Source: an optimization exercise on an open RTL-to-GDS flow (aim: small area). Production flows keep margins and buffers that such runs may drop.
Function was checked by simulation only, so behaviour that the tests miss may differ from the original.
The clock port is modelled as an ideal driver; clocking choices that lean on that would not hold on a real chip.
No activity file was given, so power comes from the tool's default toggle rates.

==> design/flow/design.v <==
module pwmcore (
    input  wire        clk,
    input  wire        rst,           
    input  wire        cmd_valid,
    input  wire [31:0] cmd_word,
    output reg         resp_valid,
    output wire [31:0] resp_word,
    input  wire [7:0]  ev_in,
    output wire [3:0]  pin_h,
    output wire [3:0]  pin_l,
    output wire        irq_fault,
    output wire [3:0]  irq_match,
    output wire        irq_ovf
);
    reg [15:0] period;
    reg        direction;       
    reg        mode;            
    reg [9:0]  div;
    reg        enabled;
    reg [15:0] cnt;
    reg        phase;
    reg [9:0]  q;               
    reg        eqp;             
    reg [15:0] max_duty;
    reg [15:0] active0, active1, active2, active3;
    reg [15:0] pending0, pending1, pending2, pending3;
    reg [3:0]  raw;
    reg [3:0]  e;               
    reg [7:0]  dt_low0, dt_low1, dt_low2, dt_low3;
    reg [7:0]  dt_high0, dt_high1, dt_high2, dt_high3;
    reg [7:0]  dt_cnt0, dt_cnt1, dt_cnt2, dt_cnt3;
    reg        fstate;          
    reg        forced;
    reg        restart;         
    reg        safe;
    reg [7:0]  evmask;
    reg [3:0]  match;
    reg        ovf;
    reg        faultif;
    reg        cfgerr;
    reg [7:0]  ev_prev;
    reg        r_ill, r_cfe;
    reg [15:0] r_data;
    function cmp16(input [15:0] a, input [15:0] b, input ci);
        integer i; reg c;
        begin
            c = ci;
            for (i = 0; i < 16; i = i + 1)
                c = (a[i] & ~b[i]) | (a[i] & c) | (~b[i] & c);
            cmp16 = c;
        end
    endfunction
    function cmp9(input [8:0] a, input [8:0] b, input ci);
        integer i; reg c;
        begin
            c = ci;
            for (i = 0; i < 9; i = i + 1)
                c = (a[i] & ~b[i]) | (a[i] & c) | (~b[i] & c);
            cmp9 = c;
        end
    endfunction
    function [8:0] add8(input [7:0] a, input [7:0] b);
        integer i; reg c; reg [8:0] s;
        begin
            c = 1'b0;
            for (i = 0; i < 8; i = i + 1) begin
                s[i] = a[i] ^ b[i] ^ c;
                c = (a[i] & b[i]) | (a[i] & c) | (b[i] & c);
            end
            s[8] = c;
            add8 = s;
        end
    endfunction
    function [7:0] dec8(input [7:0] a, input bi);
        integer i; reg b; reg [7:0] s;
        begin
            b = bi;
            for (i = 0; i < 8; i = i + 1) begin
                s[i] = a[i] ^ b;
                b = b & ~a[i];
            end
            dec8 = s;
        end
    endfunction
    function [9:0] dec10(input [9:0] a, input bi);
        integer i; reg b; reg [9:0] s;
        begin
            b = bi;
            for (i = 0; i < 10; i = i + 1) begin
                s[i] = a[i] ^ b;
                b = b & ~a[i];
            end
            dec10 = s;
        end
    endfunction
    function [15:0] step16(input [15:0] a, input up, input ci);
        integer i; reg c; reg [15:0] s;
        begin
            c = ci;
            for (i = 0; i < 16; i = i + 1) begin
                s[i] = a[i] ^ c;
                c = c & ~(a[i] ^ up);
            end
            step16 = s;
        end
    endfunction
    wire [3:0]  op  = cmd_word[31:28];
    wire [3:0]  idx = cmd_word[27:24];
    wire [15:0] w   = cmd_word[15:0];
    wire op_car  = (op == 4'h1);
    wire op_max  = (op == 4'h2);
    wire op_dt   = (op == 4'h3);
    wire op_flt  = (op == 4'h4);
    wire op_start= (op == 4'h5);
    wire op_stop = (op == 4'h6);
    wire op_wr   = (op == 4'h7);
    wire op_rd   = (op == 4'h8);
    wire op_fire = (op == 4'h9);
    wire op_clr  = (op == 4'hA);
    wire op_stat = (op == 4'hB);
    wire op_flg  = (op == 4'hC);
    wire op_ack  = (op == 4'hD);
    wire z27_24 = ~|cmd_word[27:24];
    wire z23_17 = ~|cmd_word[23:17];
    wire z16    = ~cmd_word[16];
    wire z15_10 = ~|cmd_word[15:10];
    wire z9_8   = ~|cmd_word[9:8];
    wire z7_0   = ~|cmd_word[7:0];
    wire idx_hi = cmd_word[27] | cmd_word[26];
    wire z23_16 = z23_17 & z16;
    wire z27_0  = z27_24 & z23_16 & z15_10 & z9_8 & z7_0;
    wire illegal =
        op_max  ? ~(z27_24 & z23_16) :
        op_dt   ? ~z23_16 | idx_hi :
        op_flt  ? ~(z23_16 & z15_10 & z9_8) | cmd_word[25] | cmd_word[24] :
        op_wr   ? ~z23_16 | idx_hi :
        op_rd   ? ~(z23_17 & z15_10 & z9_8 & z7_0) | idx_hi :
        op_fire ? ~(z23_16 & z15_10 & z9_8 & z7_0) | cmd_word[27] :
        op_ack  ? ~(z27_24 & z23_16 & z15_10) :
        (op_start | op_stop | op_clr | op_stat | op_flg) ? ~z27_0 :
        ~op_car;
    wire w_gt_max = cmp16(w, max_duty, 1'b0);                  
    wire w_ge_per = cmp16(w, period, 1'b1);                   
    wire [8:0] dtc = add8(cmd_word[15:8], cmd_word[7:0]);
    wire dtc_bad = ~|period[15:9] & cmp9(dtc, period[8:0], 1'b1);          
    wire [8:0] s0 = add8(dt_low0, dt_high0);
    wire [8:0] s1 = add8(dt_low1, dt_high1);
    wire [8:0] s2 = add8(dt_low2, dt_high2);
    wire [8:0] s3 = add8(dt_low3, dt_high3);
    wire car_dt_bad = ~|w[15:9] & (cmp9(s0, w[8:0], 1'b1) | cmp9(s1, w[8:0], 1'b1) |
                                   cmp9(s2, w[8:0], 1'b1) | cmp9(s3, w[8:0], 1'b1));
    wire max_val_bad = cmp16(active0, w, 1'b0) | cmp16(active1, w, 1'b0) |
                       cmp16(active2, w, 1'b0) | cmp16(active3, w, 1'b0) |
                       cmp16(pending0, w, 1'b0) | cmp16(pending1, w, 1'b0) |
                       cmp16(pending2, w, 1'b0) | cmp16(pending3, w, 1'b0);
    wire w_zero = ~|w;
    wire cfg_error =
        op_car   ? enabled | w_zero | ~|cmd_word[25:16] | ~w_gt_max | car_dt_bad :
        op_max   ? enabled | w_ge_per | max_val_bad :
        op_dt    ? enabled | dtc_bad :
        op_flt   ? enabled :
        op_wr    ? w_gt_max :
        op_start ? cfgerr :
        1'b0;
    wire cmd_ok = cmd_valid & ~illegal & ~cfg_error;
    wire cmd_cfe = cmd_valid & ~illegal & cfg_error;
    wire do_car  = cmd_ok & op_car;
    wire do_max  = cmd_ok & op_max;
    wire do_dt   = cmd_ok & op_dt;
    wire do_flt  = cmd_ok & op_flt;
    wire do_start= cmd_ok & op_start;
    wire do_stop = cmd_ok & op_stop;
    wire do_wr   = cmd_ok & op_wr;
    wire do_fire = cmd_ok & op_fire;
    wire do_clr  = cmd_ok & op_clr;
    wire do_ack  = cmd_ok & op_ack;
    wire [3:0] sel = {idx[1:0] == 2'd3, idx[1:0] == 2'd2, idx[1:0] == 2'd1, idx[1:0] == 2'd0};
    reg [15:0] duty_rd;
    always @(*) begin
        case ({cmd_word[16], idx[1:0]})
            3'd0: duty_rd = active0;
            3'd1: duty_rd = active1;
            3'd2: duty_rd = active2;
            3'd3: duty_rd = active3;
            3'd4: duty_rd = pending0;
            3'd5: duty_rd = pending1;
            3'd6: duty_rd = pending2;
            default: duty_rd = pending3;
        endcase
    end
    wire [15:0] flags_word = {2'b00, fstate, enabled, forced, cfgerr, faultif, ovf,
                              4'b0000, match};
    wire [15:0] rd_data = ({16{op_rd}} & duty_rd) |
                          ({16{op_flg}} & flags_word) |
                          {15'd0, op_stat & fstate};
    wire en1 = (cmd_valid & op_start & ~illegal & ~cfgerr) |
               (enabled & ~(cmd_valid & op_stop & ~illegal));
    wire fire_hit = do_fire & evmask[idx[2:0]];
    wire fstate1  = fire_hit | (fstate & ~do_clr);
    wire forced1  = (fire_hit & ~fstate) | forced;
    wire [7:0] evmask1 = do_flt ? cmd_word[7:0] : evmask;
    wire [3:0] match1 = do_ack ? (match & ~cmd_word[3:0]) : match;
    wire ovf1     = ovf & ~(do_ack & cmd_word[8]);
    wire faultif1 = (fire_hit & ~fstate) | (faultif & ~(do_ack & cmd_word[9]));
    wire [3:0] wr = {4{do_wr}} & sel;
    wire tick = en1 & (q == 10'd1);
    wire clr_dt = do_car | rst;
    wire cz  = (cnt == 16'd0);
    wire c1  = (cnt == 16'd1);
    wire up_s = mode ? (direction ? (~phase & ~eqp) : (phase | cz)) : direction;
    wire [15:0] inc = step16(cnt, up_s, tick);    
    wire inc_eqp = (inc == period);
    wire bnd = mode ? (direction ? (~up_s & c1) : (up_s & inc_eqp))
                    : (direction ? eqp : cz);
    wire wrap = ~mode & bnd;
    wire [15:0] cnt_t = (tick & wrap) ? (direction ? 16'd0 : period) : inc;
    wire phase_t = mode & ~bnd & (direction ? ~up_s : up_s);
    wire eqp_t = wrap ? ~direction : inc_eqp;
    wire tick_b = tick & bnd;
    wire fstate2 = fstate1 & ~(tick_b & restart);
    wire forced2 = forced1 & ~(tick_b & ~fstate2);
    wire [15:0] act [0:3];
    wire [15:0] pen [0:3];
    wire [7:0]  dlo [0:3];
    wire [7:0]  dhi [0:3];
    wire [7:0]  dtc_r [0:3];
    assign act[0] = active0;  assign act[1] = active1;  assign act[2] = active2;  assign act[3] = active3;
    assign pen[0] = pending0; assign pen[1] = pending1; assign pen[2] = pending2; assign pen[3] = pending3;
    assign dlo[0] = dt_low0;  assign dlo[1] = dt_low1;  assign dlo[2] = dt_low2;  assign dlo[3] = dt_low3;
    assign dhi[0] = dt_high0; assign dhi[1] = dt_high1; assign dhi[2] = dt_high2; assign dhi[3] = dt_high3;
    assign dtc_r[0] = dt_cnt0; assign dtc_r[1] = dt_cnt1; assign dtc_r[2] = dt_cnt2; assign dtc_r[3] = dt_cnt3;
    wire [3:0] e_t, r_t, hit;
    wire [7:0] dt_t [0:3];
    wire [3:0] e_c, r_c;
    genvar g;
    generate
        for (g = 0; g < 4; g = g + 1) begin : g_ch
            wire pz  = wr[g] ? w_zero : ~|pen[g];
            wire az  = ~|act[g];
            wire enb = (inc == act[g]);
            assign e_t[g] = bnd ? (direction & pz) : enb;
            assign r_t[g] = bnd ? (direction & ~pz) :
                            (up_s ? (raw[g] & ~enb) : (raw[g] | e[g]));
            assign hit[g] = e_t[g] & ~phase_t;
            wire dz = ~|dtc_r[g];
            wire ld = tick & (r_t[g] ^ raw[g]);
            wire [7:0] hl = raw[g] ? dlo[g] : dhi[g];
            assign dt_t[g] = clr_dt ? 8'd0 : (ld ? hl : dec8(dtc_r[g], tick & ~dz));
            assign e_c[g] = cmd_word[27] & az;
            assign r_c[g] = cmd_word[27] & ~az;
        end
    endgenerate
    wire ev_latch = (|(ev_in & ~ev_prev & evmask1)) & ~fstate2;
    always @(posedge clk) begin
        r_ill  <= illegal;
        r_cfe  <= ~illegal & cfg_error;
        r_data <= illegal ? 16'd0 : rd_data;
    end
    wire nr = ~rst;
    wire [15:0] wz = w & {16{nr}};
    wire [15:0] pend0_n = wr[0] ? wz : (pending0 & {16{nr}});
    wire [15:0] pend1_n = wr[1] ? wz : (pending1 & {16{nr}});
    wire [15:0] pend2_n = wr[2] ? wz : (pending2 & {16{nr}});
    wire [15:0] pend3_n = wr[3] ? wz : (pending3 & {16{nr}});
    wire [15:0] cnt_n = (do_car ? (cmd_word[27] ? 16'd0 : w) : cnt_t) | {16{rst}};
    wire ld_st = do_car | tick | rst;       
    always @(posedge clk) begin
        ev_prev    <= ev_in & {8{nr}};
        resp_valid <= cmd_valid & nr;
        cfgerr     <= (cfgerr | cmd_cfe) & nr;
        enabled    <= en1 & nr;
        if (do_car | rst) begin
            period    <= w | {16{rst}};
            direction <= cmd_word[27] & nr;
            mode      <= cmd_word[26] & nr;
            div       <= {cmd_word[25:17] & {9{nr}}, cmd_word[16] | rst};
        end
        if (do_max | rst) max_duty <= wz;
        if ((do_dt & sel[0]) | rst) begin dt_low0 <= wz[15:8]; dt_high0 <= wz[7:0]; end
        if ((do_dt & sel[1]) | rst) begin dt_low1 <= wz[15:8]; dt_high1 <= wz[7:0]; end
        if ((do_dt & sel[2]) | rst) begin dt_low2 <= wz[15:8]; dt_high2 <= wz[7:0]; end
        if ((do_dt & sel[3]) | rst) begin dt_low3 <= wz[15:8]; dt_high3 <= wz[7:0]; end
        if (do_flt | rst) begin
            restart <= cmd_word[27] & nr;
            safe    <= cmd_word[26] & nr;
            evmask  <= cmd_word[7:0] & {8{nr}};
        end
        pending0 <= pend0_n;
        pending1 <= pend1_n;
        pending2 <= pend2_n;
        pending3 <= pend3_n;
        if (tick_b | rst) begin
            active0 <= pend0_n;
            active1 <= pend1_n;
            active2 <= pend2_n;
            active3 <= pend3_n;
        end
        cnt <= cnt_n;
        dt_cnt0 <= dt_t[0];
        dt_cnt1 <= dt_t[1];
        dt_cnt2 <= dt_t[2];
        dt_cnt3 <= dt_t[3];
        q <= rst ? 10'd1 : (do_car ? cmd_word[25:16] : (tick ? div : dec10(q, en1)));
        if (ld_st) begin
            phase <= ~do_car & phase_t & nr;
            eqp   <= rst | (do_car ? ~cmd_word[27] : eqp_t);
            raw   <= (do_car ? r_c : r_t) & {4{nr}};
            e     <= (do_car ? e_c : e_t) & {4{nr}};
        end
        match   <= (tick ? (match1 | hit) : match1) & {4{nr}};
        ovf     <= (tick_b | ovf1) & nr;
        fstate  <= (ev_latch | fstate2) & nr;
        forced  <= (ev_latch | forced2) & nr;
        faultif <= (ev_latch | faultif1) & nr;
    end
    assign resp_word = {r_ill | r_cfe, 1'b0, r_ill, r_cfe, 12'd0, r_data};
    wire [3:0] dtz = {~|dt_cnt3, ~|dt_cnt2, ~|dt_cnt1, ~|dt_cnt0};
    assign pin_h = forced ? {4{safe}} : ({4{enabled}} &  raw & dtz);
    assign pin_l = forced ? {4{safe}} : ({4{enabled}} & ~raw & dtz);
    assign irq_fault = faultif;
    assign irq_match = match;
    assign irq_ovf   = ovf;
endmodule
==> design/flow/flow/run.sh <==
#!/bin/bash
# Own layout flow: the standard flow (standard.sh) with these changes:
#  - the ABC step of synthesis uses an area-oriented script (flow/area.abc);
#  - extra ORFS make variables from flow/make_args.txt (one per line):
#    the port buffers' cell and the clock tree options.
# Synthesis passes, registers, floorplan, PDN, placement and routing are
# otherwise the standard flow's. Each tool's log is in orfs/logs/; make's
# own output is in own_flow.log.
set -euo pipefail
W=$(pwd)
{
  echo "proc abc {args} {"
  echo "  set i [lsearch -exact \$args -script]"
  echo "  if {\$i >= 0} { lset args [expr {\$i + 1}] {$W/flow/area.abc} }"
  echo "  yosys abc {*}\$args"
  echo "}"
  cat synth_recipe.tcl
} > own_synth.tcl
grep -q "SYNTH_SCRIPT=[^ ]*synth_recipe.tcl" standard.sh
sed "s#SYNTH_SCRIPT=[^ ]*synth_recipe.tcl#SYNTH_SCRIPT=$W/own_synth.tcl#" standard.sh > own_standard.sh
extra=()
if [[ -f flow/make_args.txt ]]; then
  while IFS= read -r line; do
    [[ -n "$line" ]] && extra+=("$line")
  done < flow/make_args.txt
fi
# standard.sh passes its own arguments to make as the targets; put the
# extra variables first, then the target.
bash own_standard.sh "${extra[@]}" finish > own_flow.log 2>&1
==> design/flow/flow/area.abc <==
strash
&get -n
&deepsyn -T 60
&put
dch -f
map -a
strash
dch -f
map -a
topo
stime -c
==> design/flow/flow/make_args.txt <==
BUFFER_PORTS_ARGS=-buffer_cell sky130_fd_sc_hd__buf_1
CTS_ARGS=-sink_clustering_enable -repair_clock_nets -dont_use_dummy_load -sink_clustering_size 16 -sink_clustering_max_diameter 60 -buf_list sky130_fd_sc_hd__clkbuf_8
GPL_KEEP_OVERFLOW=0
==> design/flow/standard.sh <==
#!/bin/bash
# synth_recipe.tcl (not shown) runs the flow's synth.tcl, then flattens the netlist and writes it again
# the make line also repeats each setting of config.mk as NAME=value (left out here)
make -C /OpenROAD-flow-scripts/flow DESIGN_CONFIG=/design/flow/config.mk WORK_HOME=/design/flow/orfs CLKGATE_MAP_FILE= SYNTH_SCRIPT=/design/flow/synth_recipe.tcl "${@:-finish}"
==> design/flow/config.mk <==
export PLATFORM = sky130hd
export DESIGN_NAME = pwmcore
export DESIGN_NICKNAME = pwmcore
export VERILOG_FILES = /design/flow/design.v
export SDC_FILE = /design/flow/constraint.sdc
export NUM_CORES = 4
export LEC_CHECK = 0
export ABC_AREA = 1
export CAP_MARGIN = 30
export CORE_MARGIN = 2
export CORE_UTILIZATION = 60
export PLACE_DENSITY = 0.7
export SLEW_MARGIN = 20
==> design/flow/constraint.sdc <==
create_clock -name core_clock -period 12.0 [get_ports {clk}]
set_input_delay 2.4000 -clock core_clock [delete_from_list [all_inputs] [get_ports {clk}]]
set_output_delay 2.4000 -clock core_clock [all_outputs]
set_load 0.01 [all_outputs]
==> reports/qor.csv, run 1 <==
metric;value;unit
result of the run;no timing/DRC/antenna violations;
total global routing track utilization;43.1;%
Post-CTS Repair Setup Buffers;0;
CTS sink count;351;
Compound-Gate Fraction of Synth Area;23.5;%
Worst path slowest cell;clkinv_1;
final hold viol count;0;
DRT antenna net count;0;
most prevalent standard cell on the critical path;clkinv_1;
Hold Buf Count CTS;0;
number of remaining DRC errors;0;
pin slew with the least headroom to its limit;1.15;ns
initial detailed-routing violation count;3038;
count of buffering cells on the critical path with inverters included;9;
Post-Synth XOR/XNOR Area;1.71;%
count of maximum capacitance violations;0;
number of antenna repair diodes;0;
stage delay of the slowest cell on the critical path;0.91;ns
DP Area;19400;um^2
area added between synthesis and finish;7.77;%
endpoint arrival time on the critical path;11.89;ns
core footprint;30400;um^2
half-perimeter wire length of the detailed placement result;52.4;mm
drt total wl;70.1;mm
Distinct cells, synth;41;
Initial Utilization;60.6;%
Yosys top cell area share;31.3;%
Critical Path Source Type;input port;
Yosys warnings;1;
maximum buffer depth of the clock tree;3;
cell area power density;116;nW/um^2
number of global-route vias before repair;15900;
Crit path required time;12.60;ns
average size of a mapped cell;9.23;um^2
final RePlAce weighted congestion;1.05;
post-DR wirelength/cell;27.9;um
wire length of the first global-routing pass;101;mm
cell leakage power;6.60;nW
Primary FF master, synth;edfxtp_1;
end of the worst register-to-register path;dt_cnt2[6];
unrepaired setup endpoints after global routing;false;
startpoint of the most critical setup path;cmd_word[8];
source of the worst register-to-register timing path;dt_high2[0];
count of non-filler cells in the finished layout;2513;
register bit total from synthesis;351;
crit path time final;11.29;ns
layout cell share with drive strength beyond 1;4.25;%
net count of the finished layout;2239;
relative max-transition margin;23.5;%
std cell rows;64;
detailed-route vias per instance;7.01;
CTS root buf;clkbuf_8;
total via count in the routed design;17614;
1st-pass router iterations;7;
top cells by area, synth;edfxtp_1 31%, dfxtp_1 17%, clkinv_1 7.3%;
Cell Area, Synth;18400;um^2
number of endpoints failing setup at the final stage;0;
CP endpoint kind;register;
final number of max-transition violations;0;
number of clock buffers inserted by TritonCTS;30;
most instantiated cells after synthesis;357 x clkinv_1, 199 x nand2_1, 192 x edfxtp_1;
Post-synth EDFFs;192;
number of stages on the worst setup path;39;
largest net degree at the start of global routing;46;
buffers added on ports;76;
Die Width;179;um
later-pin clock latency in the skew report;0.68;ns
maximum fanout along the worst path;19;
crit path kind;input port to register;
largest area contributor in the netlist;edfxtp_1;
final cycle utilization of the critical path;94.1;%
post-route design area;19900;um^2
maximum resistive drop on vdd;118;uV
# H-tree levels;1;
area share of and/or/nand/nor cells after synthesis;11.7;%
number of cells in the design after placement;2479;
number of top-level pins;90;
clk_skew;0.115;ns
worst-case register-to-register setup slack;3.30;ns
post-synthesis adder-cell area fraction;6.65;%
Die Outline Area;32200;um^2
type of the worst min-delay path;register to register;
fraction of registers with async set or reset after synthesis;0;%
Total Neg Setup Slack;0;ns
number of gates resized after CTS;1;
sequential share of the synthesized area;48.5;%
multiplexer share of the synthesized area;0;%
dominant combinational cell family by area after synthesis;compound AO/OA/AOI/OAI gates;
clock-pin slew on the worst setup and hold paths;0.10;ns
top cell family by delay on the critical path;compound AO/OA/AOI/OAI gates;
Core Util, Final;65.3;%
Worst Reg-to-Reg Cells;23;
initial antenna violation count;2;
die outline height;179;um
maximum achievable frequency;0.0886;GHz
residual overflow from global routing;0;
Cells after Synth;1999;
Setup crit end;dt_cnt0[7];
dominant cell by count in the synthesized netlist;clkinv_1;
worst hold slack;0.462;ns
TritonCTS clock tree;built;
==> flip-flops by register name, summed over array words and instances, names as in the netlist, 10 cells and up <==
| register | flops |
|---|---|
| active0 | 16 |
| active1 | 16 |
| active2 | 16 |
| active3 | 16 |
| cnt | 16 |
| max_duty | 16 |
| pending0 | 16 |
| pending1 | 16 |
| pending2 | 16 |
| pending3 | 16 |
| period | 16 |
| r_data | 16 |
| div | 10 |
| q | 10 |
==> worst min-delay path, stage by stage, from the launching register on <==
cell and delay [ns]:
edfxtp_1 0.32, a22oi_1 0.08, o21ai_0 0.07
==> layout by cell type, fill, tap and decap left out, drive strengths merged, types with 3 or more instances in the layout <==
cell	netlist	final
clkinv	357	354
nand2	199	199
edfxtp	192	192
o22ai	185	185
nor2	164	164
dfxtp	159	159
o21ai	130	130
buf	15	90
a22oi	87	87
a21oi	87	87
o221ai	52	52
ha	42	42
nand3	40	40
a221oi	37	37
fa	35	35
clkbuf	0	31
nor4	30	30
o211ai	30	30
xor2	30	30
nand4	29	29
nor3	28	28
conb	1	13
a2111oi	12	12
or2	10	10
a31oi	7	7
o2111ai	7	7
xnor2	6	6
a211oi	4	4
a22o	4	4
a221o	3	3
==> per-layer routing <==
metal / GRT usage (%) / vias up / wire length (um) / share of wire, %
li1: - / 7598 / - / -
met1: 63.9 / 8247 / 27600 / 39
met2: 58.3 / 1525 / 27400 / 39
met3: 14.4 / 242 / 11800 / 17
met4: 15.5 / 2 / 3320 / 4.7
met5: 1.54 / - / 69 / 0.098
==> through the flow <==
step	total power, mW	worst slack, ns
2_1_floorplan	1.57	2.28
3_3_place_gp	1.70	-1.68
3_5_place_dp	1.71	-0.924
4_1_cts	2.29	0.150
5_1_grt	2.37	0.0644
6_report	2.31	0.710
==> cells by family (layout without fill, tap and decap cells) <==
logic type | Yosys count | after routing
other | 1 | 13
xor gates and xnor gates | 36 | 36
and+or+nand+nor | 503 | 503
buffers and inverters | 372 | 478
adders and majority gates | 77 | 77
AOI/OAI and AO/OA | 659 | 659
DFF | 351 | 351
==> layout make-up <==
type                    count  area [um^2]
fillers                  2499        10600
inverters                 357         1350
repair buffers             91          519
flip-flops and latches    351         8950
multi-input cells        1288         8150
clock buffers              30          413
well taps                 396          495
==> how the worst min path moves through the flow <==
| stage | startpoint | to | depth (start not counted) |
|---|---|---|---|
| 3_5_place_dp | div[8] | q[8] | 2 |
| 2_1_floorplan | forced | forced | 2 |
| 6_report | div[8] | q[8] | 2 |
| 3_3_place_gp | div[8] | q[8] | 2 |
| 4_1_cts | div[8] | q[8] | 2 |
| 5_1_grt | div[8] | q[8] | 2 |
==> report_power, final <==
part / internal (mW) / switching [mW]
Clock: 0.221 / 0.390
Combinational: 0.108 / 0.240
Sequential: 1.31 / 0.0407
==> run 2, diff against run 1 <==
==> design/flow/flow/make_args.txt (replaced) <==
BUFFER_PORTS_ARGS=-buffer_cell sky130_fd_sc_hd__buf_1
CTS_ARGS=-sink_clustering_enable -repair_clock_nets -dont_use_dummy_load -sink_clustering_size 16 -sink_clustering_max_diameter 60 -buf_list sky130_fd_sc_hd__clkbuf_8
==> reports/qor.csv, run 2 <==
metric;value;unit;change
drt total wl;69.6;mm;-0.73%
crit path kind;input port to register;;
Worst path slowest cell;xor2_1;;
fraction of power consumed by the clock network;26.4;%;about the same
Yosys top cell area share;31.3;%;unchanged
half-perimeter wire length of the detailed placement result;52.7;mm;+0.63%
Hold Buf Count CTS;0;;unchanged
CP endpoint kind;register;;
relative max-transition margin;29.8;%;+6.4 points
final cycle utilization of the critical path;92.4;%;-1.7 points
number of top-level pins;90;;unchanged
number of gates resized after CTS;0;;-1
result of the run;no timing/DRC/antenna violations;;
Primary FF master, synth;edfxtp_1;;
maximum fanout along the worst path;13;;-6
post-DR wirelength/cell;27.4;um;-1.8%
top library cells by usage in the layout, fill and taps aside;356 x clkinv_1, 198 x nand2_1, 192 x edfxtp_1, 185 x o22ai_1, 164 x nor2_1;;
number of endpoints failing setup at the final stage;0;;unchanged
number of cells in the design after placement;2509;;+1.2%
Crit path required time;12.56;ns;-0.04 ns
die outline height;179;um;unchanged
number of global-route vias before repair;16217;;+2.0%
Cell Area, Synth;18400;um^2;unchanged
count of non-filler cells in the finished layout;2541;;+1.1%
sequential share of the synthesized area;48.5;%;unchanged
most frequent standard cell in the layout excluding fill and tap cells;clkinv_1;;
most prevalent standard cell on the critical path;clkinv_1;;
clock-pin slew on the worst setup and hold paths;0.09;ns;about the same
total global routing track utilization;43.3;%;+0.18 points
final hold viol count;0;;unchanged
Die Outline Area;32200;um^2;unchanged
cell area power density;116;nW/um^2;-0.24%
fraction of registers with async set or reset after synthesis;0;%;unchanged
CTS sink count;351;;unchanged
layout cell share with drive strength beyond 1;4.62;%;+0.36 points
sw power;668;uW;-0.43%
Critical Path Source Type;input port;;
CTS root buf;clkbuf_8;;
multi-input combinational cell area;8100;um^2;-0.55%
count of maximum capacitance violations;0;;unchanged
top cells by area, synth;edfxtp_1 31%, dfxtp_1 17%, clkinv_1 7.3%;;
TritonCTS clock tree;built;;
type of the worst min-delay path;register to register;;
Switching Fraction;28.9;%;-0.097 points
part of the total power dissipated in sequential elements;58.6;%;about the same
Die Width;179;um;unchanged
initial detailed-routing violation count;3068;;+0.99%
number of clock buffers inserted by TritonCTS;30;;unchanged
register bit total from synthesis;351;;unchanged
largest area contributor in the netlist;edfxtp_1;;
core footprint;30400;um^2;unchanged
std cell rows;64;;unchanged
number of remaining DRC errors;0;;unchanged
Worst Setup Slack post-DPL;0.200;ns;+1.12 ns
top cell family by delay on the critical path;compound AO/OA/AOI/OAI gates;;
slack of the critical path;0.913;ns;+0.203 ns
Yosys warnings;1;;unchanged
stage delay of the slowest cell on the critical path;0.44;ns;-0.47 ns
number of antenna repair diodes;0;;unchanged
most instantiated cells after synthesis;357 x clkinv_1, 199 x nand2_1, 192 x edfxtp_1;;
internal power component;1.64;mW;about the same
fillcell total;2563;;+2.6%
Total Neg Setup Slack;0;ns;unchanged
largest net degree at the start of global routing;65;;+41%
count of buffering cells on the critical path with inverters included;10;;+1
Cells after Synth;1999;;unchanged
net count of the finished layout;2267;;+1.3%
Seq. cell area;8950;um^2;unchanged
endpoint arrival time on the critical path;11.64;ns;-0.25 ns
wire length of the first global-routing pass;101;mm;+0.61%
combinational cell fraction of total power;15.0;%;about the same
Initial Utilization;60.6;%;unchanged
total via count in the routed design;17708;;+0.53%
maximum resistive drop on vdd;114;uV;-2.9%
buffers added on ports;76;;unchanged
detailed-route vias per instance;6.97;;-0.57%
1st-pass router iterations;9;;+2
dominant cell by count in the synthesized netlist;clkinv_1;;
pin slew with the least headroom to its limit;1.04;ns;-0.107 ns
maximum achievable frequency;0.0902;GHz;+1.8%
Distinct cells, synth;41;;unchanged
average size of a mapped cell;9.23;um^2;unchanged
clk_skew;0.0583;ns;-0.0569 ns
# H-tree levels;1;;unchanged
DRT antenna net count;0;;unchanged
crit path time final;11.09;ns;-0.203 ns
maximum buffer depth of the clock tree;3;;unchanged
final number of max-transition violations;0;;unchanged
area added between synthesis and finish;7.92;%;
initial antenna violation count;4;;+2
later-pin clock latency in the skew report;0.65;ns;-0.03 ns
residual overflow from global routing;0;;unchanged
Post-CTS Repair Setup Buffers;0;;unchanged
final RePlAce weighted congestion;1.09;;+3.5%
Post-synth EDFFs;192;;unchanged
cell leakage power;6.67;nW;+0.97%
==> run 2: cell counts after synthesis <==
No cell type changed its count.
==> run 2: routing by layer <==
metal	up-vias	GRT usage, %	routed length, um
met5	-	0	41
li1	7658	-	-
met2	1457	59.0	27400
met1	8334	62.8	27500
met4	6	17.3	3500
met3	253	14.9	11200
==> run 2: tightest hold or removal path, cell delays in order, from the launching register on <==
cell	delay [ns]
edfxtp_1	0.33
a22oi_1	0.08
o21ai_0	0.07
==> run 2: final timing paths <==
kind | startpoint | to | slack (ns) | cells past startpoint
worst max-delay path | cmd_word[12] | dt_cnt1[7] | 0.91 | 42
worst min-delay path | div[3] | q[3] | 0.51 | 2
worst max register to register | dt_low2[0] | dt_cnt2[6] | 3.12 | 24
worst min register to register | div[3] | q[3] | 0.51 | 2
==> run 2: final cells by class <==
class | instances | share of cell area (%)
well taps | 396 | 2.49
clock buffers | 30 | 2.07
inverters | 357 | 6.73
multi-input cells | 1288 | 40.7
repair buffers | 119 | 3.04
flip-flops and latches | 351 | 45.0
==> run 2: metrics by stage <==
| step | util, % | hold WS, ns | cell area, um^2 | power, mW |
|---|---|---|---|---|
| 2_1_floorplan | - | 0.448 | 18500 | 1.57 |
| 3_3_place_gp | 64.0 | 0.463 | 19500 | 1.70 |
| 3_5_place_dp | 64.0 | 0.487 | 19500 | 1.71 |
| 4_1_cts | 65.4 | 0.505 | 19900 | 2.29 |
| 5_1_grt | 65.4 | 0.534 | 19900 | 2.38 |
| 6_report | 65.4 | 0.505 | 19900 | 2.31 |
==> run 2: kinds of logic after synthesis <==
family	synth area share, %
flip-flops	48.5
AND/OR/NAND/NOR	11.7
adder cells (fa/ha/maj)	6.65
buffers and inverters	7.88
other	0.0203
AO/OA/AOI/OAI	23.5
XOR/XNOR	1.71
==> run 2: power groups by stage <==
stage | Combinational, mW | Clock, mW | Sequential, mW
2_1_floorplan | 0.204 | 0 | 1.36
3_3_place_gp | 0.325 | 0 | 1.38
3_5_place_dp | 0.328 | 0 | 1.38
4_1_cts | 0.331 | 0.605 | 1.35
5_1_grt | 0.372 | 0.649 | 1.36
6_report | 0.346 | 0.611 | 1.36
==> run 3, diff against run 2 <==
--- a/design/flow/design.v
+++ b/design/flow/design.v
@@ -28,7 +28,7 @@
     reg [3:0]  e;               
     reg [7:0]  dt_low0, dt_low1, dt_low2, dt_low3;
     reg [7:0]  dt_high0, dt_high1, dt_high2, dt_high3;
-    reg [7:0]  dt_cnt0, dt_cnt1, dt_cnt2, dt_cnt3;
+    reg [7:0]  dt_cnt0_n, dt_cnt1_n, dt_cnt2_n, dt_cnt3_n;    
     reg        fstate;          
     reg        forced;
     reg        restart;         
@@ -228,7 +228,7 @@
     assign pen[0] = pending0; assign pen[1] = pending1; assign pen[2] = pending2; assign pen[3] = pending3;
     assign dlo[0] = dt_low0;  assign dlo[1] = dt_low1;  assign dlo[2] = dt_low2;  assign dlo[3] = dt_low3;
     assign dhi[0] = dt_high0; assign dhi[1] = dt_high1; assign dhi[2] = dt_high2; assign dhi[3] = dt_high3;
-    assign dtc_r[0] = dt_cnt0; assign dtc_r[1] = dt_cnt1; assign dtc_r[2] = dt_cnt2; assign dtc_r[3] = dt_cnt3;
+    assign dtc_r[0] = ~dt_cnt0_n; assign dtc_r[1] = ~dt_cnt1_n; assign dtc_r[2] = ~dt_cnt2_n; assign dtc_r[3] = ~dt_cnt3_n;
     wire [3:0] e_t, r_t, hit;
     wire [7:0] dt_t [0:3];
     wire [3:0] e_c, r_c;
@@ -296,10 +296,10 @@
             active3 <= pend3_n;
         end
         cnt <= cnt_n;
-        dt_cnt0 <= dt_t[0];
-        dt_cnt1 <= dt_t[1];
-        dt_cnt2 <= dt_t[2];
-        dt_cnt3 <= dt_t[3];
+        dt_cnt0_n <= ~dt_t[0];
+        dt_cnt1_n <= ~dt_t[1];
+        dt_cnt2_n <= ~dt_t[2];
+        dt_cnt3_n <= ~dt_t[3];
         q <= rst ? 10'd1 : (do_car ? cmd_word[25:16] : (tick ? div : dec10(q, en1)));
         if (ld_st) begin
             phase <= ~do_car & phase_t & nr;
@@ -314,7 +314,7 @@
         faultif <= (ev_latch | faultif1) & nr;
     end
     assign resp_word = {r_ill | r_cfe, 1'b0, r_ill, r_cfe, 12'd0, r_data};
-    wire [3:0] dtz = {~|dt_cnt3, ~|dt_cnt2, ~|dt_cnt1, ~|dt_cnt0};
+    wire [3:0] dtz = {&dt_cnt3_n, &dt_cnt2_n, &dt_cnt1_n, &dt_cnt0_n};
     assign pin_h = forced ? {4{safe}} : ({4{enabled}} &  raw & dtz);
     assign pin_l = forced ? {4{safe}} : ({4{enabled}} & ~raw & dtz);
     assign irq_fault = faultif;
==> reports/qor.csv, run 3 <==
metric;value;unit;change
final hold viol count;0;;unchanged
combinational cell fraction of total power;15.9;%;+0.9 points
area share of and/or/nand/nor cells after synthesis;12.2;%;+0.45 points
most instantiated cells after synthesis;322 x clkinv_1, 196 x nor2_1, 195 x o22ai_1;;
post-synthesis adder-cell area fraction;6.70;%;+0.048 points
met1 Resource Use GR;64.6;%;+1.8 points
Worst Reg-to-Reg Cells;26;;+8.3%
number of global-route vias before repair;16392;;+1.1%
wire length of the first global-routing pass;105;mm;+3.1%
TritonCTS clock tree;built;;
layout cell share with drive strength beyond 1;5.31;%;+0.69 points
maximum resistive drop on vdd;130;uV;+14%
CP endpoint kind;register;;
area added between synthesis and finish;8.60;%;
relative max-transition margin;34.0;%;+4.2 points
average size of a mapped cell;9.38;um^2;+1.7%
maximum fanout along the worst path;10;;-3
largest area contributor in the netlist;edfxtp_1;;
detailed-route vias per instance;7.22;;+3.6%
fraction of power consumed by the clock network;25.9;%;-0.5 points
sequential share of the synthesized area;48.9;%;+0.35 points
number of gates resized after CTS;0;;unchanged
most frequent standard cell in the layout excluding fill and tap cells;clkinv_1;;
initial detailed-routing violation count;3811;;+24%
Compound-Gate Fraction of Synth Area;22.8;%;-0.73 points
final RePlAce weighted congestion;1.08;;-0.83%
worst-case register-to-register setup slack;3.82;ns;+0.70 ns
std cell rows;63;;-1.6%
Yosys top cell area share;31.5;%;+0.23 points
Initial Utilization;61.3;%;+0.68 points
drt total wl;71.8;mm;+3.1%
Hold Buf Count CTS;0;;unchanged
clock-pin slew on the worst setup and hold paths;0.08;ns;about the same
Crit path required time;12.54;ns;-0.02 ns
die outline height;179;um;-0.35%
most utilized layer in the global route result;met1;;
crit path kind;input port to register;;
Total Neg Setup Slack;0;ns;unchanged
total global routing track utilization;44.8;%;+1.5 points
half-perimeter wire length of the detailed placement result;54.1;mm;+2.6%
DP Area;19500;um^2;-0.11%
core footprint;29900;um^2;-1.8%
hold path depth;1;;-1
number of cells in the design after placement;2468;;-1.6%
crit path time final;10.90;ns;-0.184 ns
Post-Synth XOR/XNOR Area;2.25;%;+0.54 points
# H-tree levels;1;;unchanged
number of endpoints failing setup at the final stage;0;;unchanged
Switching Fraction;29.4;%;+0.55 points
Die Outline Area;31900;um^2;-0.70%
unrepaired setup endpoints after global routing;false;;
Worst Setup Slack post-DPL;0.928;ns;+0.728 ns
stage delay of the slowest cell on the critical path;0.79;ns;+0.35 ns
startpoint of the most critical setup path;cmd_word[10];;
cell area power density;118;nW/um^2;+1.8%
number of top-level pins;90;;unchanged
Distinct cells, synth;44;;+7.3%
result of the run;no timing/DRC/antenna violations;;
buffers added on ports;76;;unchanged
register bit total from synthesis;351;;unchanged
maximum achievable frequency;0.0917;GHz;+1.7%
DRT antenna net count;0;;unchanged
fillcell total;2527;;-1.4%
sw power;692;uW;+3.7%
dominant combinational cell family by area after synthesis;compound AO/OA/AOI/OAI gates;;
Die Width;179;um;-0.35%
met2 track demand over resource in global routing;63.0;%;+3.9 points
Worst path slowest cell;nor4_1;;
pin slew with the least headroom to its limit;0.987;ns;-0.0513 ns
total via count in the routed design;18056;;+2.0%
internal power component;1.66;mW;+0.95%
post-DR wirelength/cell;28.7;um;+4.7%
final cycle utilization of the critical path;90.9;%;-1.5 points
1st-pass router iterations;7;;-2
dominant cell by count in the synthesized netlist;clkinv_1;;
count of non-filler cells in the finished layout;2502;;-1.5%
later-pin clock latency in the skew report;0.67;ns;+0.02 ns
most prevalent standard cell on the critical path;clkinv_1;;
number of remaining DRC errors;0;;unchanged
net count of the finished layout;2232;;-1.5%
cell leakage power;6.78;nW;+1.7%
largest net degree at the start of global routing;65;;unchanged
Hold Crit Start;dt_high1[0];;
initial antenna violation count;2;;-2
CTS sink count;351;;unchanged
Post-CTS Repair Setup Buffers;0;;unchanged
post-route design area;19900;um^2;about the same
Cells after Synth;1952;;-2.4%
clk_skew;0.0868;ns;+0.0284 ns
top cells by area, synth;edfxtp_1 31%, dfxtp_1 17%, o22ai_1 6.7%;;
final number of max-transition violations;0;;unchanged
part of the total power dissipated in sequential elements;58.2;%;-0.4 points
source of the worst register-to-register timing path;dt_low2[0];;
Primary FF master, synth;edfxtp_1;;
Critical Path Source Type;input port;;
Yosys warnings;1;;unchanged
Hold Crit Endpoint;dt_cnt1_n[0];;
end of the worst register-to-register path;dt_cnt1_n[1];;
maximum buffer depth of the clock tree;3;;unchanged
Post-synth EDFFs;192;;unchanged
endpoint arrival time on the critical path;11.44;ns;-0.20 ns
slack of the critical path;1.10;ns;+0.184 ns
multiplexer share of the synthesized area;0;%;unchanged
number of clock buffers inserted by TritonCTS;30;;unchanged
Cell Area, Synth;18300;um^2;-0.72%
residual overflow from global routing;0;;unchanged
type of the worst min-delay path;register to register;;
met3 usage;13.5;%;-1.5 points
CTS root buf;clkbuf_8;;
top library cells by usage in the layout, fill and taps aside;322 x clkinv_1, 196 x nor2_1, 195 x o22ai_1, 192 x edfxtp_1, 159 x dfxtp_1;;
fraction of registers with async set or reset after synthesis;0;%;unchanged
count of maximum capacitance violations;0;;unchanged
run 3: cell types whose count changed in the layout (fill, tap and decap cells not counted), sizes merged, moves of 12 or more:
cell | before | now
a221oi | 37 | 55
a22oi | 87 | 70
buf | 116 | 129
clkinv | 356 | 322
nand2 | 199 | 145
nor2 | 164 | 196
o211ai | 30 | 11
xor2 | 30 | 42
run 3: metal layers:
layer | wire length, um | vias up
li1 | - | 7557
met1 | 27200 | 8428
met2 | 28600 | 1764
met3 | 12000 | 305
met4 | 3940 | 2
met5 | 10 | -
run 3: cells by family (layout without fill, tap and decap cells):
group | after synthesis | count (layout)
XOR/XNOR | 47 | 47
adder cells (fa/ha/maj) | 77 | 77
buffers and inverters | 337 | 483
flip-flops | 351 | 351
other | 1 | 15
AND/OR/NAND/NOR | 505 | 505
AO/OA/AOI/OAI | 634 | 634
run 3: critical path: cells and delay by family:
family                 cells  cell delay (ns)
and+or+nand+nor           21             4.82
AOI/OAI and AO/OA          9             2.33
buffers and inverters      9             1.85
run 3: stage by stage:
stage | power [mW] | hold WS (ns) | utilization, %
2_1_floorplan | 1.59 | 0.446 | -
3_3_place_gp | 1.74 | 0.467 | 65.0
3_5_place_dp | 1.75 | 0.468 | 65.1
4_1_cts | 2.33 | 0.482 | 66.5
5_1_grt | 2.41 | 0.494 | 66.5
6_report | 2.35 | 0.484 | 66.6
run 3: final cells by class:
type | count | area, um^2 | area share (%)
inverter | 322 | 1210 | 6.08
multi-input combinational | 1276 | 8090 | 40.7
sequential | 351 | 8950 | 45.0
tap | 390 | 488 | 2.45
antenna | 2 | 5.00 | 0.0252
timing repair buffer | 131 | 729 | 3.67
clock buffer | 30 | 413 | 2.08
run 3: power by group through the flow:
stage | logic, mW | clock network (mW) | registers, mW
finish | 0.375 | 0.610 | 1.37
global route | 0.399 | 0.643 | 1.37
CTS | 0.358 | 0.605 | 1.36
detailed placement | 0.356 | 0 | 1.39
global placement | 0.347 | 0 | 1.39
floorplan | 0.220 | 0 | 1.37
run 3: worst max path at each step:
stage	to	slack (ns)	depth (start not counted)
finish	dt_cnt3_n[4]	1.10	39
global route	dt_cnt3_n[4]	0.52	42
CTS	dt_cnt3_n[4]	1.56	39
detailed placement	dt_cnt3_n[4]	0.93	39
global placement	dt_cnt3_n[7]	1.26	43
floorplan	active0[0]	2.10	38
==> run 4, diff against run 3 <==
==> design/flow/flow/make_args.txt (replaced) <==
BUFFER_PORTS_ARGS=-buffer_cell sky130_fd_sc_hd__buf_1
CTS_ARGS=-sink_clustering_enable -repair_clock_nets -dont_use_dummy_load -sink_clustering_size 16 -sink_clustering_max_diameter 60 -buf_list {sky130_fd_sc_hd__clkbuf_4 sky130_fd_sc_hd__clkbuf_8}
==> reports/qor.csv, run 4 <==
metric;value;unit;change
result of the run;no timing/DRC/antenna violations;;
# H-tree levels;1;;unchanged
CTS root buf;clkbuf_8;;
Initial Utilization;61.3;%;unchanged
clock-pin slew on the worst setup and hold paths;0.08;ns;about the same
Crit path required time;12.54;ns;about the same
count of maximum capacitance violations;0;;unchanged
largest net degree at the start of global routing;65;;unchanged
post-DR wirelength/cell;28.7;um;unchanged
buffers added on ports;76;;unchanged
number of global-route vias before repair;16392;;unchanged
total via count in the routed design;18056;;unchanged
worst-case register-to-register setup slack;3.82;ns;about the same
end of the worst register-to-register path;dt_cnt1_n[1];;
cell area power density;118;nW/um^2;unchanged
DRT antenna net count;0;;unchanged
final number of max-transition violations;0;;unchanged
initial detailed-routing violation count;3811;;unchanged
crit path kind;input port to register;;
Worst path slowest cell;nor4_1;;
TritonCTS clock tree;built;;
net count of the finished layout;2232;;unchanged
maximum resistive drop on vdd;130;uV;unchanged
final cycle utilization of the critical path;90.9;%;unchanged
count of non-filler cells in the finished layout;2502;;unchanged
maximum achievable frequency;0.0917;GHz;unchanged
detailed-route vias per instance;7.22;;unchanged
clk_skew;0.0868;ns;unchanged
Primary FF master, synth;edfxtp_1;;
post-synthesis adder-cell area fraction;6.70;%;unchanged
CTS sink count;351;;unchanged
stage delay of the slowest cell on the critical path;0.79;ns;about the same
maximum fanout along the worst path;10;;unchanged
half-perimeter wire length of the detailed placement result;54.1;mm;unchanged
final RePlAce weighted congestion;1.08;;unchanged
CP endpoint kind;register;;
relative max-transition margin;34.0;%;unchanged
number of remaining DRC errors;0;;unchanged
later-pin clock latency in the skew report;0.67;ns;about the same
dominant combinational cell family by area after synthesis;compound AO/OA/AOI/OAI gates;;
final hold viol count;0;;unchanged
endpoint arrival time on the critical path;11.44;ns;about the same
sequential share of the synthesized area;48.9;%;unchanged
Worst Reg-to-Reg Cells;26;;unchanged
most instantiated cells after synthesis;322 x clkinv_1, 196 x nor2_1, 195 x o22ai_1;;
Core Util, Final;66.6;%;unchanged
number of gates resized after CTS;0;;unchanged
std cell rows;63;;unchanged
Hold Buf Count CTS;0;;unchanged
Yosys top cell area share;31.5;%;unchanged
number of cells in the design after placement;2468;;unchanged
number of top-level pins;90;;unchanged
fraction of registers with async set or reset after synthesis;0;%;unchanged
top cells by area, synth;edfxtp_1 31%, dfxtp_1 17%, o22ai_1 6.7%;;
layout cell share with drive strength beyond 1;5.31;%;unchanged
Cell Area, Synth;18300;um^2;unchanged
hold path depth;1;;unchanged
Distinct cells, synth;44;;unchanged
average size of a mapped cell;9.38;um^2;unchanged
dominant cell by count in the synthesized netlist;clkinv_1;;
Critical Path Source Type;input port;;
source of the worst register-to-register timing path;dt_low2[0];;
number of clock buffers inserted by TritonCTS;30;;unchanged
top library cells by usage in the layout, fill and taps aside;322 x clkinv_1, 196 x nor2_1, 195 x o22ai_1, 192 x edfxtp_1, 159 x dfxtp_1;;
Compound-Gate Fraction of Synth Area;22.8;%;unchanged
largest area contributor in the netlist;edfxtp_1;;
number of endpoints failing setup at the final stage;0;;unchanged
most frequent standard cell in the layout excluding fill and tap cells;clkinv_1;;
Die Width;179;um;unchanged
total global routing track utilization;44.8;%;unchanged
residual overflow from global routing;0;;unchanged
Yosys warnings;1;;unchanged
area added between synthesis and finish;8.60;%;unchanged
crit path time final;10.90;ns;unchanged
Die Outline Area;31900;um^2;unchanged
Post-synth EDFFs;192;;unchanged
drt total wl;71.8;mm;unchanged
Post-CTS Repair Setup Buffers;0;;unchanged
area share of and/or/nand/nor cells after synthesis;12.2;%;unchanged
1st-pass router iterations;7;;unchanged
type of the worst min-delay path;register to register;;
register bit total from synthesis;351;;unchanged
Post-Synth XOR/XNOR Area;2.25;%;unchanged
maximum buffer depth of the clock tree;3;;unchanged
unrepaired setup endpoints after global routing;false;;
multiplexer share of the synthesized area;0;%;unchanged
pin slew with the least headroom to its limit;0.987;ns;unchanged
initial antenna violation count;2;;unchanged
Cells after Synth;1952;;unchanged
core footprint;29900;um^2;unchanged
wire length of the first global-routing pass;105;mm;unchanged
Hold Crit Start;dt_high1[0];;
Hold Crit Endpoint;dt_cnt1_n[0];;
most prevalent standard cell on the critical path;clkinv_1;;
die outline height;179;um;unchanged
Total Neg Setup Slack;0;ns;unchanged
cell leakage power;6.78;nW;unchanged
==> run 4: cell counts in the layout (fill, tap and decap cells not counted) <==
Identical to the previous run, type by type.
==> run 4: final cells by class <==
type                       count  area, um^2
sequential                   351        8950
fill                        2527        9990
antenna                        2        5.00
clock buffer                  30         413
tap                          390         488
multi-input combinational   1276        8090
inverter                     322        1210
timing repair buffer         131         729
==> run 4: worst max path at each step <==
stage	from	end	slack, ns	depth (start not counted)
global placement	cmd_word[10]	dt_cnt3_n[7]	1.26	43
CTS	cmd_word[10]	dt_cnt3_n[4]	1.56	39
floorplan	cmd_word[13]	active0[0]	2.10	38
finish	cmd_word[10]	dt_cnt3_n[4]	1.10	39
detailed placement	cmd_word[10]	dt_cnt3_n[4]	0.93	39
global route	cmd_word[10]	dt_cnt3_n[4]	0.52	42
==> run 4: power breakdown <==
| group | leakage (nW) | switching [mW] | total (mW) | internal (mW) |
|---|---|---|---|---|
| clock | 0.216 | 0.388 | 0.610 | 0.221 |
| combinational | 3.37 | 0.254 | 0.375 | 0.120 |
| sequential | 3.19 | 0.0496 | 1.37 | 1.32 |
| total | 6.78 | 0.692 | 2.35 | 1.66 |
==> run 4: worst max-delay path: cells and delay by family <==
kind	cells	cell delay, ns
buffers and inverters	9	1.85
and+or+nand+nor	21	4.82
AOI/OAI and AO/OA	9	2.33
==> run 4: through the flow <==
step / hold WS, ns / total power [mW] / area [um^2] / worst slack, ns
final: 0.484 / 2.35 / 19900 / 1.10
after global placement: 0.467 / 1.74 / 19400 / 1.26
after detailed placement: 0.468 / 1.75 / 19500 / 0.928
after floorplan: 0.446 / 1.59 / 18400 / 2.10
after global routing: 0.494 / 2.41 / 19900 / 0.516
after CTS: 0.482 / 2.33 / 19900 / 1.56
==> run 4: metal layers <==
| layer | up-vias | wire, um | track usage [%] |
|---|---|---|---|
| li1 | 7557 | - | - |
| met4 | 2 | 3940 | 18.1 |
| met1 | 8428 | 27200 | 64.6 |
| met3 | 305 | 12000 | 13.5 |
| met2 | 1764 | 28600 | 63.0 |
| met5 | - | 10 | 0.641 |
==> run 4: kinds of logic after synthesis <==
| family | Yosys count |
|---|---|
| DFF | 351 |
| xor gates and xnor gates | 47 |
| adders and majority gates | 77 |
| and+or+nand+nor | 505 |
| other | 1 |
| buffers and inverters | 337 |
| AOI/OAI and AO/OA | 634 |
==> run 5, diff against run 4 <==
--- a/design/flow/flow/run.sh
+++ b/design/flow/flow/run.sh
@@ -2,7 +2,9 @@
 # Own layout flow: the standard flow (standard.sh) with these changes:
 #  - the ABC step of synthesis uses an area-oriented script (flow/area.abc);
 #  - extra ORFS make variables from flow/make_args.txt (one per line):
-#    the port buffers' cell and the clock tree options.
+#    the port buffers' cell and the clock tree options;
+#  - flow/post_cts.tcl, if present, runs after clock tree synthesis
+#    (area recovery by downsizing cells with setup slack to spare).
 # Synthesis passes, registers, floorplan, PDN, placement and routing are
 # otherwise the standard flow's. Each tool's log is in orfs/logs/; make's
 # own output is in own_flow.log.
@@ -24,6 +26,9 @@
     [[ -n "$line" ]] && extra+=("$line")
   done < flow/make_args.txt
 fi
+if [[ -f flow/post_cts.tcl ]]; then
+  extra+=("POST_CTS_TCL=$W/flow/post_cts.tcl")
+fi
 # standard.sh passes its own arguments to make as the targets; put the
 # extra variables first, then the target.
 bash own_standard.sh "${extra[@]}" finish > own_flow.log 2>&1
==> design/flow/flow/make_args.txt (replaced) <==
BUFFER_PORTS_ARGS=-buffer_cell sky130_fd_sc_hd__buf_1
CTS_ARGS=-sink_clustering_enable -repair_clock_nets -dont_use_dummy_load -sink_clustering_size 16 -sink_clustering_max_diameter 60 -buf_list sky130_fd_sc_hd__clkbuf_8
==> design/flow/flow/post_cts.tcl (new file) <==
# Area recovery after clock tree synthesis: downsize cells on paths with
# setup slack to spare (OpenROAD's power recovery), then legalize again.
estimate_parasitics -placement
repair_timing -recover_power 100 -setup_margin 0.3
detailed_placement
check_placement -verbose
estimate_parasitics -placement
==> reports/qor.csv, run 5 <==
metric;value;unit;change
number of global-route vias before repair;16384;;-0.049%
Hold Crit Start;dt_high1[3];;
Seq. cell area;8950;um^2;unchanged
clock-pin slew on the worst setup and hold paths;0.10;ns;+0.02 ns
multi-input combinational cell area;8090;um^2;about the same
Die Width;179;um;unchanged
crit path kind;input port to register;;
top cell family by delay on the critical path;simple AND/OR/NAND/NOR gates;;
core footprint;29900;um^2;unchanged
slack of the critical path;1.09;ns;-0.00308 ns
number of top-level pins;90;;unchanged
relative max-transition margin;31.9;%;-2.2 points
pin slew with the least headroom to its limit;1.01;ns;+0.0216 ns
part of the total power dissipated in sequential elements;58.2;%;about the same
count of maximum capacitance violations;0;;unchanged
die outline height;179;um;unchanged
worst-case register-to-register setup slack;3.76;ns;-0.06 ns
final number of max-transition violations;0;;unchanged
later-pin clock latency in the skew report;0.66;ns;about the same
top cells by area, synth;edfxtp_1 31%, dfxtp_1 17%, o22ai_1 6.7%;;
Yosys top cell area share;31.5;%;unchanged
Die Outline Area;31900;um^2;unchanged
DRT antenna net count;0;;unchanged
fraction of power consumed by the clock network;25.9;%;about the same
dominant cell by count in the synthesized netlist;clkinv_1;;
fillcell total;2530;;+0.12%
cell leakage power;6.75;nW;-0.41%
initial detailed-routing violation count;3780;;-0.81%
layout cell share with drive strength beyond 1;4.83;%;-0.48 points
wire length of the first global-routing pass;105;mm;about the same
fraction of registers with async set or reset after synthesis;0;%;unchanged
Core Util, Final;66.5;%;about the same
residual overflow from global routing;0;;unchanged
largest net degree at the start of global routing;65;;unchanged
internal power component;1.66;mW;about the same
total global routing track utilization;44.8;%;about the same
sw power;693;uW;about the same
startpoint of the most critical setup path;cmd_word[10];;
source of the worst register-to-register timing path;dt_high2[0];;
Post-synth EDFFs;192;;unchanged
number of endpoints failing setup at the final stage;0;;unchanged
sequential share of the synthesized area;48.9;%;unchanged
most instantiated cells after synthesis;322 x clkinv_1, 196 x nor2_1, 195 x o22ai_1;;
Initial Utilization;61.3;%;unchanged
Worst Setup Slack post-DPL;0.928;ns;unchanged
average size of a mapped cell;9.38;um^2;unchanged
maximum fanout along the worst path;10;;unchanged
Distinct cells, synth;44;;unchanged
std cell rows;63;;unchanged
Primary FF master, synth;edfxtp_1;;
type of the worst min-delay path;register to register;;
largest area contributor in the netlist;edfxtp_1;;
Critical Path Source Type;input port;;
final RePlAce weighted congestion;1.08;;unchanged
Worst path slowest cell;nor4_1;;
most prevalent standard cell on the critical path;clkinv_1;;
half-perimeter wire length of the detailed placement result;54.1;mm;unchanged
Crit path required time;12.53;ns;about the same
Switching Fraction;29.5;%;about the same
final hold viol count;0;;unchanged
net count of the finished layout;2235;;+0.13%
register bit total from synthesis;351;;unchanged
Cells after Synth;1952;;unchanged
crit path time final;10.91;ns;+0.00308 ns
drt total wl;71.9;mm;+0.13%
most frequent standard cell in the layout excluding fill and tap cells;clkinv_1;;
detailed-route vias per instance;7.18;;-0.49%
unrepaired setup endpoints after global routing;false;;
CTS sink count;351;;unchanged
Cell Area, Synth;18300;um^2;unchanged
initial antenna violation count;2;;unchanged
top library cells by usage in the layout, fill and taps aside;322 x clkinv_1, 196 x nor2_1, 195 x o22ai_1, 192 x edfxtp_1, 159 x dfxtp_1;;
count of buffering cells on the critical path with inverters included;9;;unchanged
final cycle utilization of the critical path;90.9;%;about the same
buffers added on ports;76;;unchanged
stage delay of the slowest cell on the critical path;0.78;ns;about the same
maximum resistive drop on vdd;130;uV;-0.24%
area added between synthesis and finish;8.51;%;about the same
CP endpoint kind;register;;
result of the run;no timing/DRC/antenna violations;;
number of remaining DRC errors;0;;unchanged
post-DR wirelength/cell;28.7;um;about the same
clk_skew;0.0754;ns;-0.0114 ns
combinational cell fraction of total power;15.9;%;about the same
cell area power density;118;nW/um^2;about the same
endpoint arrival time on the critical path;11.44;ns;about the same
Total Neg Setup Slack;0;ns;unchanged
total via count in the routed design;17997;;-0.33%
Yosys warnings;1;;unchanged
1st-pass router iterations;10;;+3
maximum achievable frequency;0.0917;GHz;about the same
TritonCTS clock tree;built;;
-- run 5: final timing paths --
path / cells after the start / to
setup / recovery: 39 / dt_cnt3_n[4]
hold / removal: 1 / dt_cnt1_n[3]
setup reg to reg: 26 / dt_cnt1_n[1]
hold reg to reg: 1 / dt_cnt1_n[3]
-- run 5: worst register-to-register path, stage by stage, from the launching register on --
cell	delay [ns]
edfxtp_1	0.37
ha_1	0.16
fa_1	0.17
clkinv_1	0.07
fa_1	0.39
fa_1	0.41
fa_1	0.41
fa_1	0.40
fa_1	0.39
fa_1	0.52
o22ai_1	0.07
a31o_2	0.24
a221o_2	0.33
o31ai_1	0.38
a32o_1	0.32
nand2_1	0.24
nor4_1	0.28
clkinv_1	0.20
nor2_1	0.17
clkinv_1	0.25
o41ai_1	0.27
o21ai_0	0.47
a32o_1	0.40
or2_2	0.30
a31oi_1	0.54
nor2_1	0.12
a221oi_1	0.29
-- run 5: cell families after synthesis --
logic type	Yosys count	share of synthesized area, %
xor gates and xnor gates	47	2.25
adders and majority gates	77	6.70
other	1	0.0205
and+or+nand+nor	505	12.2
AOI/OAI and AO/OA	634	22.8
DFF	351	48.9
buffers and inverters	337	7.22
-- run 5: power groups by stage --
stage          logic, mW  clock network (mW)  registers (mW)
3_3_place_gp       0.347                   0            1.39
5_1_grt            0.399               0.643            1.37
6_report           0.374               0.610            1.37
3_5_place_dp       0.356                   0            1.39
2_1_floorplan      0.220                   0            1.37
-- run 5: per-layer routing --
layer	GRT usage (%)	vias to the layer above	routed length, um
met4	18.0	2	3600
met3	13.3	272	12000
li1	-	7588	-
met2	63.0	1681	29000
met1	64.8	8454	27300
met5	0.641	-	26
-- run 5: per-stage QoR --
step / std cells / area (um^2) / power (mW) / hold slack [ns]
floorplan: 1964 / 18400 / 1.59 / 0.446
global placement: 2467 / 19400 / 1.74 / 0.467
detailed placement: 2468 / 19500 / 1.75 / 0.468
global route: 2503 / 19900 / 2.41 / 0.494
finish: 2506 / 19900 / 2.35 / 0.481
-- run 5: cell type report --
class,instances,share of cell area [%]
sequential,351,45.0
timing repair buffer,134,3.58
multi-input combinational,1276,40.7
inverter,322,6.08
antenna,3,0.0378
clock buffer,30,2.08
tap,390,2.46

separate check: timing with driven ports:
No port has a modelled driver above. Below, the same layouts with a new extraction and two added sets of constraints. Step 1 assumes that a clkbuf_16 drives the clock port and a buf_2 every other input. Step 2, shift: input delay + t, output delay - t, t = (earliest + latest rising clock arrival at the registers) / 2. This alone moves slack from input paths to output paths. Slacks: no drivers / after step 1 / after step 2; pairs: no drivers / after step 1.
| run | t (ns) | setup slack, ns | latest minus earliest clock arrival (ns) | worst register clock-pin slew, ns | worst data-port slew with drivers (ns) |
|---|---|---|---|---|---|
| run 1 | 0.672 | 0.710 / 0.729 / 0.057 | 0.115 / 0.115 | 0.11 / 0.11 | 0.06 |
| run 2 | 0.673 | 0.913 / 0.938 / 0.265 | 0.059 / 0.058 | 0.11 / 0.11 | 0.07 |
| run 3 | 0.672 | 1.097 / 1.118 / 0.446 | 0.087 / 0.086 | 0.11 / 0.11 | 0.06 |
| run 4 | 0.672 | 1.097 / 1.118 / 0.446 | 0.087 / 0.086 | 0.11 / 0.11 | 0.06 |
| run 5 | 0.671 | 1.094 / 1.113 / 0.442 | 0.076 / 0.076 | 0.11 / 0.11 | 0.05 |
After both steps every run listed still meets setup and hold. The setup slack of run 1, which loses most, moves by +0.019 ns with the drivers and by -0.653 ns with both steps.
